From an optimization exercise on the open Yosys and OpenROAD flow, aimed at small area, a short achievable clock period and few clock cycles per item; shortcuts taken in it are not production practice.
Only simulation tests tie the RTL to the original design; equivalence was not proved.
The flow treats the clock pin as an ideal source, which a real chip does not have.

Setup of job 472:
## cvt_pair
module cvt_pair (
    input  wire        clk,
    input  wire        rst,
    input  wire        in_valid,
    output wire        in_ready,
    input  wire [7:0]  in_y0,
    input  wire [7:0]  in_y1,
    input  wire [7:0]  in_cb_a,
    input  wire [7:0]  in_cr_a,
    input  wire [7:0]  in_cb_b,
    input  wire [7:0]  in_cr_b,
    input  wire        in_interp,
    output wire        out_valid,
    output wire [31:0] out_r0,
    output wire [31:0] out_g0,
    output wire [31:0] out_b0,
    output wire [31:0] out_r1,
    output wire [31:0] out_g1,
    output wire [31:0] out_b1,
    output wire [23:0] out_rgb0_u8,    
    output wire [23:0] out_rgb1_u8
);
For scale: ~1100 flip-flops, about 290 I/O pins, roughly 67000 sq um of cells after synthesis.
Settings: LEC_CHECK=0, ABC_AREA=1, CAP_MARGIN=20, CORE_MARGIN=2, CORE_UTILIZATION=60, CTS_CLUSTER_DIAMETER=70, CTS_CLUSTER_SIZE=30, PLACE_DENSITY=0.7, SLEW_MARGIN=60; clock period 17.0 ns.
standard.sh (not shown) runs the stock make flow with config.mk's settings and CLKGATE_MAP_FILE= SYNTH_SCRIPT=/design/flow/synth_recipe.tcl, a recipe that flattens the netlist after the stock synthesis.
==> flow/flow/run.sh <==
#!/bin/bash
# The standard layout, with the port buffers made from buf_2 cells instead of
# the buffer buffer_ports picks by default (a slow delay cell).
# standard.sh's full output goes to standard.log in this folder.
set -euo pipefail
export BUFFER_PORTS_ARGS="-buffer_cell sky130_fd_sc_hd__buf_2"
bash standard.sh finish > standard.log 2>&1
Testbench counts of job 472, summed over its fixed seeds: cycles 16,056, items 16,000.
The following lists how job 7584 was set up differently from job 472:
- swapping 60 for 70 in SLEW_MARGIN
==> flow/flow/run.sh <==
#!/bin/bash
# The standard layout, with two changes:
#  - the port buffers are buf_2 cells instead of the buffer buffer_ports picks
#    by default (a slow delay cell);
#  - after clock-tree synthesis, the registers that drive the output-port
#    buffers are given drive strength 2 (same cell type), then the placement is
#    legalised again, before routing.
# Each step's full output goes to its own log file in this folder.
set -euo pipefail
export BUFFER_PORTS_ARGS="-buffer_cell sky130_fd_sc_hd__buf_2"
bash standard.sh cts > standard_cts.log 2>&1
openroad -no_init -exit flow/upsize_out.tcl > upsize_out.log 2>&1
bash standard.sh finish > standard_finish.log 2>&1
==> flow/flow/upsize_out.tcl (new file) <==
# Give the registers that drive output-port buffers drive strength 2.
set odb_file orfs/results/sky130hd/cvt_pair/base/4_cts.odb
read_db $odb_file
set db [ord::get_db]
set block [ord::get_db_block]
set m2 [$db findMaster sky130_fd_sc_hd__dfxtp_2]
set n 0
foreach bt [$block getBTerms] {
  if {[$bt getIoType] != "OUTPUT"} { continue }
  set net [$bt getNet]
  if {$net == "NULL"} { continue }
  set buf ""
  foreach it [$net getITerms] { if {[$it isOutputSignal]} { set buf [$it getInst] } }
  if {$buf == ""} { continue }
  set n2 ""
  foreach it [$buf getITerms] { if {[$it isInputSignal]} { set n2 [$it getNet] } }
  if {$n2 == "" || $n2 == "NULL"} { continue }
  foreach it [$n2 getITerms] {
    if {[$it isOutputSignal]} {
      set drv [$it getInst]
      if {[[$drv getMaster] getName] == "sky130_fd_sc_hd__dfxtp_1"} {
        $drv swapMaster $m2
        incr n
      }
    }
  }
}
puts "upsized $n output registers"
detailed_placement
check_placement -verbose
write_db $odb_file
- Going from job 472 to job 7584, number of clock buffers in the layout +2, post-layout instance area +about 1.2%.
- Status: number of standard cells in the layout, taps in and fillers out parity (job 7584, job 472)
Input-level comparison between job 8364 and job 7584:
==> flow/flow/run.sh <==
#!/bin/bash
# The standard layout, with the port buffers made from buf_2 cells instead of
# the buffer buffer_ports picks by default (a slow delay cell).
# standard.sh's full output goes to standard.log in this folder.
set -euo pipefail
export BUFFER_PORTS_ARGS="-buffer_cell sky130_fd_sc_hd__buf_2"
bash standard.sh finish > standard.log 2>&1
removed: flow/flow/upsize_out.tcl
Findings:
On worst hold margin, job 7584 and job 8364 are basically level.
sky130_fd_sc_hd__dfxtp_2 as the critical-path cell with the highest stage delay was reported by job 7584, and sky130_fd_sc_hd__dfxtp_1 by job 8364.
Between job 7584 and job 8364, the flow reports met1 wire length decreasing slightly.


Setup of P:
Another version of the RTL of cvt_pair (not shown whole).
For scale: roughly 9200 cells after synthesis, about 290 I/O pins, ~68000 um2 of cells after synthesis.
export LEC_CHECK = 0
export ABC_AREA = 1
export CAP_MARGIN = 20
export CORE_MARGIN = 2
export CORE_UTILIZATION = 60
export PLACE_DENSITY = 0.7
export SLEW_MARGIN = 20
create_clock -name core_clock -period 17.0 [get_ports {clk}]
==> flow/flow/run.sh <==
#!/bin/bash
# The standard layout, with the port buffers made from buf_2 cells instead of
# the buffer buffer_ports picks by default (a slow delay cell).
# standard.sh's full output goes to standard.log in this folder.
set -euo pipefail
export BUFFER_PORTS_ARGS="-buffer_cell sky130_fd_sc_hd__buf_2"
bash standard.sh finish > standard.log 2>&1
Testbench counts of P, summed over its fixed seeds: cycles 16,056, items 16,000.
Edits applied to the flow inputs when going from P to R:
Settings: swapping 0.7 for 0.8 in PLACE_DENSITY; swapping 60 for 70 in CORE_UTILIZATION; swapping 20 for 60 in SLEW_MARGIN.
--- outcome ---
Per the comparison of R with P, routed metal-1 wirelength went down by 7000 um; detailed-route wire length went up by 12000 um; number of non-clock buffers in the layout went down by 1; vias after detailed routing went up by 3189.


Starting RTL as in the previous note.
export LEC_CHECK = 0
export ABC_AREA = 1
export CAP_MARGIN = 20
export CORE_MARGIN = 2
export CORE_UTILIZATION = 60
export CTS_CLUSTER_DIAMETER = 70
export CTS_CLUSTER_SIZE = 30
export PLACE_DENSITY = 0.7
export SLEW_MARGIN = 60
create_clock -name core_clock -period 17.0 [get_ports {clk}]
Scripts as last shown in full above: flow/flow/run.sh
The first run produced a clean layout.
Testbench counts at the start, summed over its fixed seeds: cycles 16,056, items 16,000.
Change:
Settings changed: CAP_MARGIN 20 to 40, CTS_CLUSTER_DIAMETER 70 to default, CTS_CLUSTER_SIZE 30 to default, SLEW_MARGIN 60 to 80.
Outcome: The changed run went through all stages and came out clean. First-iteration DRC count went down by 1.1%. Clock skew fell by 0.043 ns. Core utilization grows by 4.1 points.

[static timing again, ports no longer ideal]
The flow's constraints put no driver on any port. The routed layouts listed below were extracted and timed again, unchanged, in two steps. Step 1 (the two cells are an assumption about what drives the block):
set clk [get_ports {clk}]
set_driving_cell -lib_cell sky130_fd_sc_hd__clkbuf_16 $clk
set_driving_cell -lib_cell sky130_fd_sc_hd__buf_2 [delete_from_list [all_inputs] $clk]
Step 2, shift: input delay + t, output delay - t, t = (earliest + latest rising clock arrival at the registers) / 2. This alone moves slack from input paths to output paths. a / b / c = ideal ports / drivers / drivers and shift; a / b = the first two.
| run | t, ns | slack for setup (ns) | pins driven straight from the clock port |
|---|---|---|---|
| job 472 | 0.751 | 12.402 / 12.322 / 11.909 | 1 |
| job 7584 | 0.762 | 12.421 / 12.343 / 11.891 | 1 |
| job 8364 | 0.764 | 12.385 / 12.307 / 11.910 | 1 |
| P | 0.772 | 12.118 / 12.118 / 11.937 | 1 |
| R | 0.766 | 12.228 / 12.228 / 11.925 | 1 |
| the first run of note 3 | 0.745 | 12.305 / 12.233 / 11.937 | 1 |
| the second run of note 3 | 0.782 | 12.047 / 12.047 / 11.926 | 1 |
After both steps every run listed still meets setup and hold. The setup slack of job 7584, which loses most, moves by -0.078 ns with the drivers and by -0.530 ns with both steps.
